Background: an optimization exercise with open tools, aiming at small area. Do not read the settings as production practice.
Where RTL was checked, it was by simulation tests only, not by an equivalence proof against the original.
Only the layout flow was run in run 3; the RTL was not checked for function there.
Power is estimated from default activity; no workload was simulated.

==> design/flow/flow/run.sh <==
#!/bin/bash
# Standard ORFS layout (the standard.sh), with small port buffers and a
# clock tree of small buffers without dummy loads. ORFS writes each tool's
# log under orfs/logs; make's own output goes to standard.log.
set -e
bash standard.sh BUFFER_PORTS_ARGS="-buffer_cell sky130_fd_sc_hd__buf_1" \
  CTS_ARGS="-sink_clustering_enable -repair_clock_nets -dont_use_dummy_load -buf_list sky130_fd_sc_hd__clkbuf_4 -sink_clustering_size 30" \
  finish > standard.log 2>&1
==> design/flow/standard.sh <==
#!/bin/bash
# synth_recipe.tcl (not shown) runs the flow's synth.tcl, then flattens the netlist and writes it again
# the make line also repeats each setting of config.mk as NAME=value (left out here)
make -C /OpenROAD-flow-scripts/flow DESIGN_CONFIG=/design/flow/config.mk WORK_HOME=/design/flow/orfs CLKGATE_MAP_FILE= SYNTH_SCRIPT=/design/flow/synth_recipe.tcl "${@:-finish}"
==> design/flow/config.mk <==
export PLATFORM = sky130hd
export DESIGN_NAME = caa
export DESIGN_NICKNAME = caa
export VERILOG_FILES = /design/flow/design.v
export SDC_FILE = /design/flow/constraint.sdc
export NUM_CORES = 4
export LEC_CHECK = 0
export ABC_AREA = 1
export CAP_MARGIN = 20
export CORE_MARGIN = 2
export CORE_UTILIZATION = 40
export SLEW_MARGIN = 20
==> design/flow/constraint.sdc <==
create_clock -name core_clock -period 5.0 [get_ports {clk}]
set_input_delay 1.0000 -clock core_clock [delete_from_list [all_inputs] [get_ports {clk}]]
set_output_delay 1.0000 -clock core_clock [all_outputs]
set_load 0.01 [all_outputs]
==> design/flow/design.v <==
module caa_decode (
    input  wire [23:0] cmd,
    output wire        is_nop,
    output wire        is_start,
    output wire        is_begin,
    output wire        is_data,
    output wire        is_data2,
    output wire        is_end,
    output wire        is_term
);
    wire [3:0] op  = cmd[23:20];
    wire rsv_ok  = (cmd[19:16] == 4'h0);
    wire hi_zero = (cmd[15:8] == 8'h00);
    wire lo_zero = (cmd[7:0] == 8'h00);
    assign is_nop   = rsv_ok && (op == 4'h0) && hi_zero && lo_zero;
    assign is_start = rsv_ok && (op == 4'h1);
    assign is_begin = rsv_ok && (op == 4'h2) && hi_zero;
    assign is_data  = rsv_ok && (op == 4'h3) && hi_zero;
    assign is_end   = rsv_ok && (op == 4'h4) && hi_zero && lo_zero;
    assign is_term  = rsv_ok && (op == 4'h5) && hi_zero && lo_zero;
    assign is_data2 = rsv_ok && (op == 4'h6);
endmodule
module caa_rca #(
    parameter W = 8
) (
    input  wire [W-1:0] a,
    input  wire [W-1:0] b,
    input  wire         ci,
    output wire [W-1:0] s,
    output wire         co
);
    wire [W:0] c;
    assign c[0] = ci;
    genvar i;
    generate
        for (i = 0; i < W; i = i + 1) begin : g_bit
            assign s[i]   = a[i] ^ b[i] ^ c[i];
            assign c[i+1] = (a[i] & b[i]) | (c[i] & (a[i] ^ b[i]));
        end
    endgenerate
    assign co = c[W];
endmodule
module caa (
    input  wire        clk,
    input  wire        rst,
    input  wire        cmd_valid,
    input  wire [23:0] cmd,
    output wire [15:0] cursor_o,
    output wire [15:0] csum_o,
    output wire [15:0] total_o,
    output wire [7:0]  rec_len_o,
    output wire [15:0] rec_addr_o,
    output wire [15:0] rec_csum_o,
    output wire        rec_valid_o,
    output wire [23:0] status_o,
    output wire        err_o,
    output wire [23:0] fcmd_o
);
    reg [15:0] addr_q;
    reg [15:0] csum_q;
    reg [4:0]  len_q;
    reg [4:0]  cnt_q;
    reg [1:0]  phase_q;
    reg [15:0] total_q;
    reg [4:0]  out_len_q;
    reg [15:0] out_addr_q;
    reg [15:0] out_csum_q;
    reg        out_valid_q;
    reg [2:0]  err_q;
    reg [23:0] fcmd_q;
    wire is_nop, is_start, is_begin, is_data, is_data2, is_end, is_term;
    caa_decode u_decode (
        .cmd(cmd), .is_nop(is_nop), .is_start(is_start), .is_begin(is_begin),
        .is_data(is_data), .is_data2(is_data2), .is_end(is_end), .is_term(is_term)
    );
    wire legal = is_nop | is_start | is_begin | is_data | is_data2 | is_end | is_term;
    wire halted  = |err_q;
    wire in_idle = (phase_q == 2'd0);
    wire in_rec  = (phase_q == 2'd1);
    wire in_done = (phase_q == 2'd2);
    wire seq_ok = is_nop | (is_start & (in_idle | in_done)) | (is_begin & in_idle) |
                  ((is_data | is_data2 | is_end) & in_rec) | (is_term & in_idle);
    wire [4:0] cnt_p1 = cnt_q + 5'd1;
    wire [4:0] cnt_p2 = cnt_q + 5'd2;
    wire rem0 = (cnt_q == len_q);
    wire rem1 = (cnt_p1 == len_q);
    wire len_bad = (cmd[7:0] > 8'd24);
    wire ovr = (is_data & rem0) | (is_data2 & (rem0 | rem1));
    wire und = is_end & !rem0;
    reg [2:0] code;
    always @(*) begin
        if (!legal)                  code = 3'd1;
        else if (!seq_ok)            code = 3'd2;
        else if (is_begin & len_bad) code = 3'd3;
        else if (ovr)                code = 3'd4;
        else if (und)                code = 3'd5;
        else                         code = 3'd0;
    end
    wire act   = cmd_valid & !halted & !rst;
    wire fault = act & (code != 3'd0);
    wire good  = act & (code == 3'd0);
    wire do_start = good & is_start;
    wire do_begin = good & is_begin;
    wire do_data1 = good & is_data;
    wire do_data2 = good & is_data2;
    wire do_end   = good & is_end;
    wire do_term  = good & is_term;
    wire [15:0] addr_adv, total_adv;
    caa_rca #(16) u_addr  (.a(addr_q),  .b({11'd0, len_q}), .ci(1'b0), .s(addr_adv),  .co());
    caa_rca #(16) u_total (.a(total_q), .b({11'd0, len_q}), .ci(1'b0), .s(total_adv), .co());
    wire [7:0] pa = in_rec ? csum_q[7:0] : cmd[20] ? total_q[7:0]  : addr_q[7:0];
    wire [7:0] pb = in_rec ? cmd[15:8]   : cmd[20] ? total_q[15:8] : addr_q[15:8];
    wire [7:0] pc = cmd[7:0];
    wire [7:0] hi = csum_q[15:8] & {8{in_rec}};
    wire [7:0] cs_s = pa ^ pb ^ pc;
    wire [7:0] cs_c = (pa & pb) | (pc & (pa ^ pb));
    wire [7:0] lo_s;
    wire       lo_c;
    caa_rca #(8) u_lo (.a(cs_s), .b({cs_c[6:0], 1'b0}), .ci(1'b0), .s(lo_s), .co(lo_c));
    wire [7:0] hi_1;
    caa_rca #(8) u_hi (.a(hi), .b(8'd0), .ci(cs_c[7]), .s(hi_1), .co());
    wire [7:0] ones;
    assign ones[0] = 1'b1;
    genvar k;
    generate
        for (k = 1; k < 8; k = k + 1) begin : g_ones
            assign ones[k] = ones[k-1] & hi_1[k-1];
        end
    endgenerate
    wire [7:0] hi_s = hi_1 ^ (ones & {8{lo_c}});
    wire [15:0] sum = {hi_s, lo_s};
    wire clr = rst | do_start;
    always @(posedge clk) begin
        addr_q  <= rst ? 16'h0200 : do_start ? cmd[15:0] : do_end ? addr_adv : addr_q;
        total_q <= clr ? 16'h0000 : do_end ? total_adv : total_q;
        csum_q  <= clr ? 16'h0000 : (do_begin | do_data1 | do_data2 | do_term) ? sum : csum_q;
        len_q   <= clr ? 5'd0 : do_begin ? cmd[4:0] : len_q;
        cnt_q   <= (clr | do_begin) ? 5'd0 : do_data1 ? cnt_p1 : do_data2 ? cnt_p2 : cnt_q;
        phase_q <= clr ? 2'd0 : do_begin ? 2'd1 : do_end ? 2'd0 : do_term ? 2'd2 : phase_q;
        out_len_q   <= (rst | do_term) ? 5'd0 : do_end ? len_q : out_len_q;
        out_addr_q  <= rst ? 16'h0000 : do_end ? addr_q : do_term ? total_q : out_addr_q;
        out_csum_q  <= rst ? 16'h0000 : (do_end | do_term) ? sum : out_csum_q;
        out_valid_q <= (clr | do_begin) ? 1'b0 : (do_end | do_term) ? 1'b1 : out_valid_q;
        err_q  <= rst ? 3'd0 : (err_q | (code & {3{fault}}));
        fcmd_q <= rst ? 24'd0 : (fcmd_q | (cmd & {24{fault}}));
    end
    assign cursor_o    = addr_q;
    assign csum_o      = csum_q;
    assign total_o     = total_q;
    assign rec_len_o   = {3'b000, out_len_q};
    assign rec_addr_o  = out_addr_q;
    assign rec_csum_o  = out_csum_q;
    assign rec_valid_o = out_valid_q;
    assign err_o       = halted;
    assign fcmd_o      = fcmd_q;
    assign status_o    = {3'b000, len_q, 3'b000, cnt_q, 1'b1, err_q, halted,
                          out_valid_q, phase_q};
endmodule
==> results.txt, run 1 <==
Clocking
The register clock-pin slew on the reported worst setup and hold paths is 100 ps. The CTS root buffer is clkbuf_4. Buffers added to address setup during post-CTS repair amount to 0. No sink is reached through more buffers than the 2 on the longest clock path. Hold repair after CTS inserted 0 buffers. The clock latency reported for the late side of the worst-skew pair is 560 ps.

The CTS buffer count is 17. The H-tree level count is 4. TritonCTS built the clock tree. The number of gates given a new drive strength after cts is 0. The TritonCTS sink count is 125.

Placement
The number of port buffers is 154. The congestion estimate from routability-driven global placement came to 0.905. Summed over all nets, the half-perimeter wirelength after detailed placement is 17000 µm.

Logic synthesis
Yosys mapped a number of flops with a built-in enable equal to 0. The sequential fraction of the synthesis area is 34.9%. For this run, the number of Yosys warnings is 1. By count the netlist is led by nand2_1 (230), nor2_1 (172), dfxtp_1 (125). The count of distinct cell types in the synthesized netlist is 36. The number of instances in the synthesized netlist is 1007. Ranked by total cell area, the synthesized netlist is headed by dfxtp_1 (35%), nand2_1 (12%), nor2_1 (9.0%). The async set-reset flop share out of synthesis is 0%. The share of synthesized area in the top cell type comes to 34.9%. In this run the cell area of the synthesized design comes to 0.00717 mm². The most frequently used cell type in the post-synthesis netlist is nand2_1. The synthesized design contains 125 register bits.

The cell taking the most area after synthesis is dfxtp_1. The average instance in the mapped netlist occupies 7.12 µm². The prevailing post-synth register cell is dfxtp_1.

Critical path
STA puts the critical path data arrival time at 5190 ps. The maximum net fanout on the critical path is 2. The startpoint of the most critical register-to-register path is addr_q[0]$_SDFFE_PP0P_. The delay of the slowest cell on the worst path is 460 ps. Walking the worst path, the cells encountered are ha_1 -> fa_1 -> fa_1 -> fa_1 -> inv_1 -> fa_1 -> inv_1 -> ha_1 -> ha_1 -> ha_1 -> ha_1 -> ha_1 -> ha_1 -> ha_1 -> ha_1 -> ha_1 -> ha_1 -> xor2_1 -> nand2_1 -> o21ai_0 -> nor2_1 -> nor2_1. The largest individual stage delay along the critical path comes from the cell fa_1.

The worst endpoint required time is 5430 ps. STA classifies the critical path endpoint as a flop. The worst setup path is of the flop to flop kind. The worst-case reg-to-reg path depth is 22. The most numerous cell type found on the critical path is ha_1.

The worst reg2reg path endpoint is addr_q[15]$_SDFFE_PP0P_. The element type at the critical path start is a flop. The register-to-register path setup slack is 240 ps.

Detailed routing
The detailed-route wire length per cell is 16.2 µm. The final antenna-violating net count is 0. After detailed routing, the number of remaining DRC violations is 0. For this block, the via count after detailed routing is 6766. The iteration-0 DRC count of the detailed router is 419. The number of search-and-repair iterations in the first detailed-routing pass is 5.

The detailed-route wire length is 22500 µm. The via-per-instance ratio is 4.86.

Power
Power spread over the standard cell area amounts to 202 mW/mm². The analysis attributes to cell leakage a power of 0.00383 µW. The worst-case IR drop observed on VDD is 0.000106 V.

Die
The die is 138 µm wide. From bottom edge to top edge, the die measures 138 µm. The floorplan step defined a die boundary enclosing 0.0190 mm².

The floorplan has 48 rows. The core box area is 0.0174 mm². The starting density of the core is 41.2%. 165 I/O pins were placed.

Global route
The number of global-route vias before repair is 6058. The initial antenna violation count is 1. The maximum number of pins on one net before global-route repair is 57.

The first global-routing pass estimated 34200 µm of wire. Global routing used 24.1% of the available tracks across all layers. The total overflow reported by the global router is 0.

STA
Setup repair after global routing left no endpoint under its margin. The number of hold violations in the final report came to 0. The slew at the pin closest to its max-slew limit is 1030 ps. The relative slew slack is 30.9%. For this run, the top clock speed supported by timing is 210 MHz.

Hold timing on the final database bottoms out at a slack of 452 ps. The final critical-path required period is 4760 ps. The max-slew violation count is 0. The final count of negative-setup-slack endpoints is 0. For the final routed database, the setup TNS stands at 0 ps. Between clock sinks in the finished design, the worst skew comes to 49.9 ps. The worst path uses 95.2% of the clock period.

Worst hold path
For hold timing, the worst endpoint is fcmd_q[5]$_SDFF_PP0_. The classification of the worst-slack hold path is flop to flop. The startpoint of the worst hold path is fcmd_q[5]$_SDFF_PP0_. Counting instances, the worst hold path has a depth of 2.

Run status
The flow ran to the end and the layout has no timing, DRC or antenna violations.

Job
The count of max-cap constraint violations is 0.

Layout
Cells with a size suffix above 1 make up 8.57% of the layout. The final layout net count is 1251. The layout overhead on the synthesized area is 14.3%.
logic make-up after synthesis:
| group | after synthesis | synth area share [%] |
|---|---|---|
| AOI/OAI and AO/OA | 129 | 10.2 |
| xor gates and xnor gates | 16 | 1.95 |
| adders and majority gates | 55 | 11.9 |
| buffers and inverters | 179 | 10.7 |
| DFF | 125 | 34.9 |
| other | 2 | 0.105 |
| and+or+nand+nor | 501 | 30.2 |
registers in the layout (all words and copies together) (netlist names):
| register | flops |
|---|---|
| csum_q | 16 |
| out_len_q | 5 |
| out_valid_q | 1 |
| len_q | 5 |
| total_q | 16 |
| cnt_q | 5 |
| out_addr_q | 16 |
| err_q | 3 |
| fcmd_q | 24 |
| addr_q | 16 |
| phase_q | 2 |
| out_csum_q | 16 |
metal layers:
metal	GRT usage, %	part of all wire, %
met3	4.42	6.9
met2	35.8	43
met1	35.4	48
met5	0	0
met4	7.43	1.4
cells in the final DEF (no fill, tap or decap), types with 6 or more instances in the layout:
| cell | instances |
|---|---|
| xor2_1 | 12 |
| buf_1 | 154 |
| nor3_1 | 8 |
| nand2_2 | 6 |
| clkbuf_4 | 17 |
| nor2_4 | 6 |
| fa_2 | 6 |
| buf_4 | 30 |
| nor2_1 | 167 |
| nand4_1 | 21 |
| ha_1 | 33 |
| inv_2 | 7 |
| dfxtp_1 | 125 |
| nor2_2 | 12 |
| inv_1 | 120 |
| a21oi_1 | 47 |
| conb_1 | 10 |
| nand2_1 | 230 |
| o21ai_0 | 40 |
| nand3_1 | 42 |
| o21a_1 | 15 |
| fa_1 | 16 |
| o21ai_1 | 15 |
worst max-delay path by stage:
stage / from / end / slack [ps]
after floorplan: cmd[20] / out_csum_q[15]$_SDFFE_PP0P_ / -60
after global placement: cmd[20] / out_csum_q[15]$_SDFFE_PP0P_ / -220
after detailed placement: cmd[20] / out_csum_q[15]$_SDFFE_PP0P_ / -260
after CTS: phase_q[1]$_SDFFE_PP0P_ / out_csum_q[15]$_SDFFE_PP0P_ / 170
after global routing: addr_q[0]$_SDFFE_PP0P_ / addr_q[15]$_SDFFE_PP0P_ / 3
final: addr_q[0]$_SDFFE_PP0P_ / addr_q[15]$_SDFFE_PP0P_ / 240
final cells by class:
| type | instances | area [µm²] |
|---|---|---|
| Fill cell | 1882 | 9220 |
| Multi-Input combinational cell | 711 | 3980 |
| Sequential cell | 125 | 2500 |
| Timing Repair Buffer | 185 | 823 |
| Inverter | 129 | 487 |
| Tap cell | 225 | 282 |
| Clock buffer | 17 | 128 |
| Antenna cell | 1 | 2.50 |
report_power, final:
| part | internal [µW] | switching (µW) | total [µW] |
|---|---|---|---|
| Sequential | 1010 | 5.86 | 1010 |
| Clock | 155 | 335 | 490 |
| Combinational | 48.3 | 104 | 152 |
worst max-delay path: cells and delay by family, from the launching register on:
family | cells | cell delay [ps]
compound gates | 1 | 80
xor+xnor | 1 | 140
fa+ha+maj | 15 | 3790
buf+inv | 2 | 130
flops | 1 | 330
simple gates | 3 | 200
stage by stage:
step                cells  util [%]  power (µW)  setup WS, ps  area, µm²
floorplan            1015         -        1130         -56.0       7260
global placement     1375      46.3        1190          -224       8060
detailed placement   1375      46.3        1190          -259       8060
CTS                  1392      47.0        1670           169       8180
global route         1393      47.1        1730          2.56       8200
finish               1393      47.1        1650           241       8200
==> inputs of run 2 (changes only) <==
--- a/design/flow/config.mk
+++ b/design/flow/config.mk
@@ -7,3 +7,3 @@
 export LEC_CHECK = 0
-export ABC_AREA = 1
+export ABC_CLOCK_PERIOD_IN_PS = 20000
 export CAP_MARGIN = 20
==> run 2 against run 1 <==
- design area up 1.9%
- critical path depth down 2
- via count up 5.8%
==> results.txt, run 2 <==
Global route
The global-route wire length before repair was 38600 µm (was 34200 µm). The initial antenna violation count was 1 (unchanged). The total overflow reported by the global router is 0 (unchanged).

The overall global routing resource usage is 25.3% (was 24.1%). The number of global-route vias before repair is 6643 (was 6058). The maximum number of pins on one net before global-route repair is 63 (was 57).

Logic synthesis
The number of flops mapped to enable cells by yosys was 0 (unchanged). The cell area after technology mapping is 0.00732 mm² (was 0.00717 mm²). Top post-synthesis cells by area: dfxtp_1 (34%), fa_1 (6.0%), ha_1 (5.6%) (was dfxtp_1 (35%), nand2_1 (12%), nor2_1 (9.0%)). The count of distinct cell types in the synthesized netlist was 64 (was 36).

The sequential fraction of the synthesis area is 34.2% (was 34.9%). The prevailing post-synth register cell is dfxtp_1 (unchanged). The number of warnings issued by yosys was 1 (unchanged). The async set-reset flop share out of synthesis is 0% (unchanged). The mean cell area of the mapped netlist was 8.81 µm² (was 7.12 µm²).

The top-area cell type share of the netlist area is 34.2% (was 34.9%). Top cell types by occurrence after synthesis: dfxtp_1 (125), a21oi_1 (70), nand2_1 (67) (was nand2_1 (230), nor2_1 (172), dfxtp_1 (125)). The number of storage elements in the synthesis netlist is 125 (unchanged). The most frequently used cell type in the post-synthesis netlist is dfxtp_1 (was nand2_1).

The cell taking the most area after synthesis is dfxtp_1 (unchanged). The number of instances in the synthesized netlist is 831 (was 1007).

Clocking
The deepest clock path buffer count is 2 (unchanged). The CTS buffer count is 17 (unchanged). The clock latency reported for the late side of the worst-skew pair is 570 ps (was 560 ps).

The clock tree from TritonCTS is built (unchanged). The CTS root buffer is clkbuf_4 (unchanged). The number of gates given a new drive strength after cts is 0 (unchanged). The TritonCTS sink count is 125 (unchanged).

The post-CTS repair timing setup buffer count is 0 (unchanged). The register clock-pin slew on the reported worst setup and hold paths is 90 ps (was 100 ps). The number of buffers inserted for hold repair after clock tree synthesis is 0 (unchanged).

The H-tree level count is 4 (unchanged).

Placement
The number of port buffers is 154 (unchanged). The detailed placement HPWL was 18200 µm (was 17000 µm). The cell area after placement came to 0.00823 mm² (was 0.00806 mm²). The last weighted congestion value of the routability-driven placer is 0.919 (was 0.905).

Layout
The most frequent standard cell in the layout excluding fill and tap cells is buf_1 (was nand2_1). The number of filler instances in the final layout is 1791 (was 1882). The final layout net count is 1060 (was 1251). Most frequent cells in the layout: buf_1 (153), dfxtp_1 (125), a21oi_1 (69) (was nand2_1 (230), nor2_1 (167), buf_1 (154)). The post-route core utilization is 46.5% (was 47.1%). The final cell area excluding filler cells is 0.00836 mm² (was 0.00820 mm²).

The layout overhead on the synthesized area is 14.2% (was 14.3%). The flip-flop count of the largest register, all copies and words added is 24 (unchanged). The share of layout cells above drive strength 1 came to 9.94% (was 8.57%). The register ranked first by flip-flop count was fcmd_q (unchanged).

Job
The count of max-cap constraint violations was 0 (unchanged).

Worst hold path
The classification of the worst-slack hold path was flop to flop (unchanged).

Critical path
The delay of the slowest cell on the worst path was 510 ps (was 460 ps). The nature of the critical path endpoint is a flop (unchanged). The worst endpoint required time is 5450 ps (was 5430 ps).

The critical path data arrival time was 5120 ps (was 5190 ps). The kind of cell adding the most delay to the critical path is adder cells (unchanged). The sum of buffers and inverters on the critical path is 4 (was 2). The cell with the biggest individual delay on the critical path was nor2b_2 (was fa_1). The maximum net fanout on the critical path was 12 (was 2).

The element type at the critical path start is a flop (unchanged). The type of the worst setup path is flop to flop (unchanged). Chain of cells forming the critical path: nor2b_2 -> buf_4 -> nor2_1 -> a21oi_1 -> fa_1 -> fa_2 -> fa_2 -> inv_2 -> fa_2 -> fa_1 -> inv_1 -> fa_1 -> inv_1 -> fa_2 -> and4_4 -> nand4_1 -> nor2_1 -> xnor2_1 -> nor2_1 -> mux2_2 (was ha_1 -> fa_1 -> fa_1 -> fa_1 -> inv_1 -> fa_1 -> inv_1 -> ha_1 -> ha_1 -> ha_1 -> ha_1 -> ha_1 -> ha_1 -> ha_1 -> ha_1 -> ha_1 -> ha_1 -> xor2_1 -> nand2_1 -> o21ai_0 -> nor2_1 -> nor2_1).

The most used cell along the critical path is fa_2 (was ha_1).

Run status
Status: complete, no violations (unchanged).

Die
The die boundary height is 139 µm (was 138 µm). The core box area is 0.0180 mm² (was 0.0174 mm²). The placement row count is 49 (was 48).

The horizontal extent of the die was 139 µm (was 138 µm). The total die area is 0.0194 mm² (was 0.0190 mm²). The number of ports placed on the die boundary is 165 (unchanged). The starting density of the core was 40.7% (was 41.2%).

Power
The total leakage power was 0.00305 µW (was 0.00383 µW). The total power density per cell area came to 202 mW/mm² (about the same). The worst vdd rail ir drop came to 0.000150 V (was 0.000106 V).

Detailed routing
The via-per-instance ratio is 5.94 (was 4.86). The top routing layer in use is met4 (unchanged). The sum of met3 wire segment lengths after detailed routing came to 1840 µm (was 1560 µm).

The iteration-0 DRC count of the detailed router is 663 (was 419). The detailed-route DRC error count is 0 (unchanged). The detailed-route wire length per cell came to 20.5 µm (was 16.2 µm). The detailed-route wire length on metal 1 came to 11200 µm (was 10900 µm). The met2 wire length is 11100 µm (was 9770 µm). The number of vias after detailed routing was 7158 (was 6766). The final antenna-violating net count came to 0 (unchanged). The number of search-and-repair iterations in the first detailed-routing pass was 5 (unchanged). The detailed-route wire length is 24700 µm (was 22500 µm).

STA
The final critical-path required period was 4680 ps (was 4760 ps). Unrepaired setup endpoints after global routing: false (unchanged). The slew at the pin closest to its max-slew limit was 824 ps (was 1030 ps). The worst clock skew is 27.3 ps (was 49.9 ps). The final count of negative-setup-slack endpoints is 0 (unchanged). The period utilization is 93.5% (was 95.2%). The max-slew violation count was 0 (unchanged). The worst hold slack across all endpoints was 456 ps (was 452 ps). The number of hold violations in the final report is 0 (unchanged). The maximum operating frequency is 214 MHz (was 210 MHz).

The relative slew slack is 44.9% (was 30.9%). The total negative slack is 0 ps (unchanged).
-- run 2: cells by family (layout without fill, tap and decap cells) --
group / after synthesis / in the layout / synth area share [%]
adder cells (fa/ha/maj): 55 / 55 / 11.7
AO/OA/AOI/OAI: 252 / 252 / 23.3
multiplexers: 27 / 27 / 3.73
flip-flops: 125 / 125 / 34.2
AND/OR/NAND/NOR: 251 / 251 / 18.8
other: 2 / 11 / 0.103
buffers and inverters: 104 / 241 / 6.43
XOR/XNOR: 15 / 15 / 1.79
-- run 2: worst paths after layout --
kind | slack (ps) | endpoint | start | cells past startpoint
worst max-delay path | 320 | out_csum_q[15]$_SDFFE_PP0P_ | phase_q[0]$_SDFFE_PP0P_ | 20
worst min-delay path | 460 | out_addr_q[7]$_SDFFE_PP0P_ | out_addr_q[7]$_SDFFE_PP0P_ | 2
worst max register to register | 320 | out_csum_q[15]$_SDFFE_PP0P_ | phase_q[0]$_SDFFE_PP0P_ | 20
worst min register to register | 460 | out_addr_q[7]$_SDFFE_PP0P_ | out_addr_q[7]$_SDFFE_PP0P_ | 2
-- run 2: final cells by class --
class / instances / area (µm²) / share of cell area, %
multi-input combinational: 610 / 4410 / 52.8
sequential: 125 / 2500 / 29.9
timing repair buffer: 199 / 930 / 11.1
tap: 229 / 287 / 3.43
clock buffer: 17 / 128 / 1.53
inverter: 25 / 93.8 / 1.12
antenna: 1 / 2.50 / 0.0299
-- run 2: worst min-delay path: cells and delay by family (launching register included) --
family | cells | cell delay, ps
compound gates | 1 | 50
simple gates | 1 | 50
flops | 1 | 310
-- run 2: through the flow --
stage,worst slack [ps],std cells,power [µW]
2_1_floorplan,-59.8,839,1160
3_3_place_gp,-114,1188,1220
3_5_place_dp,-199,1188,1220
4_1_cts,310,1205,1700
5_1_grt,65.4,1206,1760
6_report,324,1206,1690
-- run 2: metal layers --
metal	global-route usage [%]	up-vias
met4	7.50	0
met5	0	-
met1	35.9	3438
met3	5.99	45
met2	38.2	317
li1	-	3358
-- run 2: where the power goes --
group | internal (µW) | switching [µW]
clock network | 155 | 337
registers | 1010 | 8.88
logic | 57.3 | 122
==> inputs of run 3 (changes only) <==
--- a/design/flow/design.v
+++ b/design/flow/design.v
@@ -119,13 +119,4 @@
     caa_rca #(8) u_lo (.a(cs_s), .b({cs_c[6:0], 1'b0}), .ci(1'b0), .s(lo_s), .co(lo_c));
-    wire [7:0] hi_1;
-    caa_rca #(8) u_hi (.a(hi), .b(8'd0), .ci(cs_c[7]), .s(hi_1), .co());
-    wire [7:0] ones;
-    assign ones[0] = 1'b1;
-    genvar k;
-    generate
-        for (k = 1; k < 8; k = k + 1) begin : g_ones
-            assign ones[k] = ones[k-1] & hi_1[k-1];
-        end
-    endgenerate
-    wire [7:0] hi_s = hi_1 ^ (ones & {8{lo_c}});
+    wire [7:0] hi_s;
+    caa_rca #(8) u_hi (.a(hi), .b({6'd0, cs_c[7] & lo_c, cs_c[7] ^ lo_c}), .ci(1'b0), .s(hi_s), .co());
     wire [15:0] sum = {hi_s, lo_s};
==> design/flow/run.sh (new file) <==
#!/bin/bash
# synth_recipe.tcl (not shown) runs the flow's synth.tcl, then flattens the netlist and writes it again
# the make line also repeats each setting of config.mk as NAME=value (left out here)
make -C /OpenROAD-flow-scripts/flow DESIGN_CONFIG=/design/flow/config.mk WORK_HOME=/design/flow/orfs CLKGATE_MAP_FILE= SYNTH_SCRIPT=/design/flow/synth_recipe.tcl finish
--- a/design/flow/config.mk
+++ b/design/flow/config.mk
@@ -7,3 +7,2 @@
 export LEC_CHECK = 0
-export ABC_CLOCK_PERIOD_IN_PS = 20000
 export CAP_MARGIN = 20
removed: design/flow/flow/run.sh
removed: design/flow/standard.sh
==> run 3 against run 2 <==
- the layout now fails its checks (negative setup slack)
- hold slack gained 5.9 ps
- register-to-register slack lost 600 ps
- critical endpoint is now csum_q[15]$_SDFFE_PP0P_
- via count shrank 9.8%
- clock power grew to 2.9 times the previous value
- critical path depth grew 5
- sequential share of layout area shrank 4.4 points
- worst setup slack lost 840 ps
- cell count shrank 2.7%
- synthesized cell count shrank 11%
- power grew 56%
- clock-buffer cell count grew 1
- critical path type is now input pin to flop
- design area grew 17%
==> results.txt, run 3 <==
Logic synthesis
The mean cell area of the mapped netlist is 9.11 µm² (was 8.81 µm²). The number of flops mapped to enable cells by yosys came to 0 (unchanged). The async set-reset flop share out of synthesis is 0% (unchanged). The most frequently used cell type in the post-synthesis netlist is dfxtp_1 (unchanged). Top cell types by occurrence after synthesis: dfxtp_1 (125), nand2_1 (84), a21oi_1 (72) (was dfxtp_1 (125), a21oi_1 (70), nand2_1 (67)). The sequential fraction of the synthesis area was 37.1% (was 34.2%). The top-area cell type share of the netlist area was 37.1% (was 34.2%).

The prevailing post-synth register cell is dfxtp_1 (unchanged). The cell taking the most area after synthesis is dfxtp_1 (unchanged). The count of distinct cell types in the synthesized netlist came to 64 (unchanged). Top post-synthesis cells by area: dfxtp_1 (37%), fa_1 (6.8%), mux2i_1 (6.8%) (was dfxtp_1 (34%), fa_1 (6.0%), ha_1 (5.6%)).

The number of warnings issued by yosys is 1 (unchanged). The number of instances in the synthesized netlist is 740 (was 831). The number of storage elements in the synthesis netlist is 125 (unchanged).

The cell area after technology mapping came to 0.00674 mm² (was 0.00732 mm²).

Critical path
The worst endpoint required time was 5350 ps (was 5450 ps). The register-to-register path setup slack came to -280 ps (was 320 ps). The cell with the biggest individual delay on the critical path is fa_1 (was nor2b_2). The maximum net fanout on the critical path is 4 (was 12). The delay of the slowest cell on the worst path came to 580 ps (was 510 ps).

The element type at the critical path start is an input pin (was flop). The startpoint of the most critical register-to-register path is phase_q[0]$_SDFFE_PP0P_ (unchanged). The worst reg2reg path endpoint is csum_q[15]$_SDFFE_PP0P_ (was out_csum_q[15]$_SDFFE_PP0P_). The type of the worst setup path was input pin to flop (was flop to flop). The sum of buffers and inverters on the critical path is 7 (was 4). The nature of the critical path endpoint was a flop (unchanged).

The critical path data arrival time is 5860 ps (was 5120 ps). The kind of cell adding the most delay to the critical path is adder cells (unchanged). The worst-case reg-to-reg path depth was 29 (was 20).

Clocking
The H-tree level count is 4 (unchanged). The TritonCTS sink count is 125 (unchanged). The number of buffers inserted for hold repair after clock tree synthesis is 0 (unchanged). The CTS buffer count is 17 (unchanged). The clock latency reported for the late side of the worst-skew pair is 420 ps (was 570 ps).

The deepest clock path buffer count is 2 (unchanged). The register clock-pin slew on the reported worst setup and hold paths is 60 ps (was 90 ps). The CTS root buffer is clkbuf_16 (was clkbuf_4). The clock tree from TritonCTS is built (unchanged).

Layout
The number of diodes is 0 (was 1). The register ranked first by flip-flop count was fcmd_q (unchanged). The final instance count without filler cells is 1174 (was 1206). Most frequent cells in the layout: clkdlybuf4s50_1 (147), dfxtp_1 (125), nand2_1 (84) (was buf_1 (153), dfxtp_1 (125), a21oi_1 (69)). The layout overhead on the synthesized area is 45.2% (was 14.2%). The share of layout cells above drive strength 1 is 17.6% (was 9.94%). The most frequent standard cell in the layout excluding fill and tap cells is clkdlybuf4s50_1 (was buf_1).

The final layout net count is 1023 (was 1060). The flip-flop count of the largest register, all copies and words added is 24 (unchanged). The post-route core utilization was 59.3% (was 46.5%).

STA
Unrepaired setup endpoints after global routing: true (was false). The final count of negative-setup-slack endpoints is 7 (was 0). The slew at the pin closest to its max-slew limit came to 1020 ps (was 824 ps).

The number of hold violations in the final report is 0 (unchanged). The worst hold slack across all endpoints was 462 ps (was 456 ps). The worst clock skew was 7.73 ps (was 27.3 ps). The period utilization was 110% (was 93.5%).

The final critical-path required period is 5510 ps (was 4680 ps). The maximum operating frequency was 181 MHz (was 214 MHz). The max-slew violation count is 0 (unchanged).

The final worst slack is -514 ps (was 324 ps). The relative slew slack was 32.2% (was 44.9%).

Die
The placement row count was 47 (was 49). The number of ports placed on the die boundary is 165 (unchanged). The die boundary height is 134 µm (was 139 µm). The total die area was 0.0179 mm² (was 0.0194 mm²). The horizontal extent of the die came to 134 µm (was 139 µm). The core box area is 0.0165 mm² (was 0.0180 mm²). The starting density of the core came to 40.8% (was 40.7%).

Global route
The maximum number of pins on one net before global-route repair is 53 (was 63). The number of global-route vias before repair came to 6532 (was 6643). The overall global routing resource usage is 26.1% (was 25.3%). The initial antenna violation count came to 0 (was 1).

The global-route wire length before repair is 36300 µm (was 38600 µm). The total overflow reported by the global router was 0 (unchanged).

Run status
Status: failed layout checks (was complete, no violations). The run did not pass the layout checks because of negative setup slack.

Worst hold path
The worst hold path cell count is 2 (unchanged). The startpoint of the worst hold path is out_len_q[0]$_SDFFE_PP0P_ (was out_addr_q[7]$_SDFFE_PP0P_). The worst-case hold path end point is out_len_q[0]$_SDFFE_PP0P_ (was out_addr_q[7]$_SDFFE_PP0P_). The classification of the worst-slack hold path is flop to flop (unchanged).

Job
The count of max-cap constraint violations is 0 (unchanged).

Power
The total power density per cell area is 270 mW/mm² (was 202 mW/mm²). The part of the power in combinational logic was 7.2% (was 10.6%). The internal power component is 2060 µW (was 1220 µW). The net switching component of the power is 586 µW (was 468 µW). The worst vdd rail ir drop came to 0.000266 V (was 0.000150 V). The total leakage power was 0.00398 µW (was 0.00305 µW). The sequential share of power is 38.7% (was 60.3%). The switching power share of the total was 22.2% (was 27.7%).

The clock power share is 54.0% (was 29.1%).

Detailed routing
The detailed-route DRC error count is 0 (unchanged). The number of search-and-repair iterations in the first detailed-routing pass is 5 (unchanged). The iteration-0 DRC count of the detailed router is 292 (was 663).

The detailed-route wire length is 23200 µm (was 24700 µm). The via-per-instance ratio came to 5.50 (was 5.94). The detailed-route wire length per cell is 19.8 µm (was 20.5 µm).

The number of vias after detailed routing is 6460 (was 7158). The final antenna-violating net count is 0 (unchanged).

Placement
The last weighted congestion value of the routability-driven placer is 0.932 (was 0.919). The number of placed instances with taps included came to 1139 (was 1188). The minimum setup slack after placement is -1450 ps (was -199 ps).

The detailed placement HPWL is 17500 µm (was 18200 µm). The number of port buffers was 154 (unchanged).
-- run 3: worst reg2reg max path, delay by kind of cell (launching register included) --
kind / cells / cell delay [ps]
adders and majority gates: 16 / 3640
buffers and inverters: 8 / 530
and+or+nand+nor: 2 / 390
AOI/OAI and AO/OA: 3 / 330
DFF: 1 / 320
-- run 3: layer usage --
| metal | GRT usage, % | wire (µm) | vias to the layer above |
|---|---|---|---|
| met5 | 0 | 0 | - |
| met4 | 9.63 | 682 | 0 |
| met3 | 5.37 | 1150 | 45 |
| met2 | 44.6 | 11400 | 234 |
| met1 | 32.7 | 9960 | 3149 |
| li1 | - | - | 3032 |
-- run 3: through the flow --
step           TNS (ps)  total power (µW)  cell area (µm²)
2_1_floorplan     -4840              1130             6920
3_3_place_gp     -13570              1230             9000
3_5_place_dp     -14800              1230             9000
4_1_cts           -5280              2660             9750
5_1_grt           -3270              2710             9790
6_report          -2160              2640             9790
-- run 3: area by class of cell --
cell class | count | area, µm²
fill | 1440 | 6730
tap | 220 | 275
multi-input combinational | 538 | 4050
sequential | 125 | 2500
timing repair buffer | 229 | 2170
clock buffer | 18 | 439
inverter | 30 | 113
clock inverter | 14 | 239
-- run 3: worst max path at each step --
stage | startpoint | endpoint | depth (start not counted)
floorplan | cmd[20] | csum_q[15]$_SDFFE_PP0P_ | 30
finish | cmd[2] | csum_q[15]$_SDFFE_PP0P_ | 25
CTS | cmd[20] | csum_q[15]$_SDFFE_PP0P_ | 31
global placement | cmd[20] | csum_q[15]$_SDFFE_PP0P_ | 31
global route | cmd[20] | out_csum_q[15]$_SDFFE_PP0P_ | 30
detailed placement | cmd[20] | csum_q[15]$_SDFFE_PP0P_ | 31
-- run 3: timing repair --
item / in CTS / in global routing
resized for setup: 16 / 11
setup endpoints to repair: 14 / 14
setup buffers: 4 / 0
pin swaps: 18 / 19
-- run 3: cell families after synthesis --
family,after synthesis,synth area share [%]
compound gates,202,20.6
xor+xnor,8,1.04
fa+ha+maj,55,12.8
buf+inv,85,6.01
flops,125,37.1
mux,48,7.16
other cells,2,0.111
simple gates,215,15.1
-- run 3: power groups by stage --
| stage | Sequential, µW | Clock, µW | Combinational, µW |
|---|---|---|---|
| 2_1_floorplan | 1050 | 0 | 76.9 |
| 3_5_place_dp | 1050 | 0 | 188 |
| 4_1_cts | 1020 | 1450 | 192 |
| 6_report | 1020 | 1430 | 191 |
| 3_3_place_gp | 1040 | 0 | 188 |
| 5_1_grt | 1030 | 1490 | 203 |

re-timing with driven ports:
The results above use ideal ports. As a check the final layouts listed here were re-extracted and re-timed, cells and wires unchanged.
Step 1 sets driving cells, clkbuf_16 on the clock port and buf_2 on the other inputs (assumed; they add their load-dependent delay and slew).
Step 2, shift: input delay + t, output delay - t, t = (earliest + latest rising clock arrival at the registers) / 2. This alone moves slack from input paths to output paths.
Three values: no drivers, after step 1, after step 2; two values: the first two.
| run | t (ns) | setup slack, ns | hold slack, ns | worst setup path at the end | slew at the worst register clock pin (ns) |
|---|---|---|---|---|---|
| run 1 | 0.570 | 0.241 / 0.241 / -0.235 | 0.452 / 0.452 / 0.452 | input to register | 0.12 / 0.12 |
| run 2 | 0.591 | 0.324 / 0.324 / -0.188 | 0.456 / 0.456 / 0.456 | input to register | 0.11 / 0.11 |
| run 3 | 0.455 | -0.514 / -0.504 / -0.959 | 0.462 / 0.462 / 0.462 | input to register | 0.06 / 0.06 |
Met with ideal ports but missed after step 2: setup timing in run 1 and run 2. For run 2, which loses most, drivers alone change the setup slack by 0.000 ns; drivers and shift together by -0.512 ns.
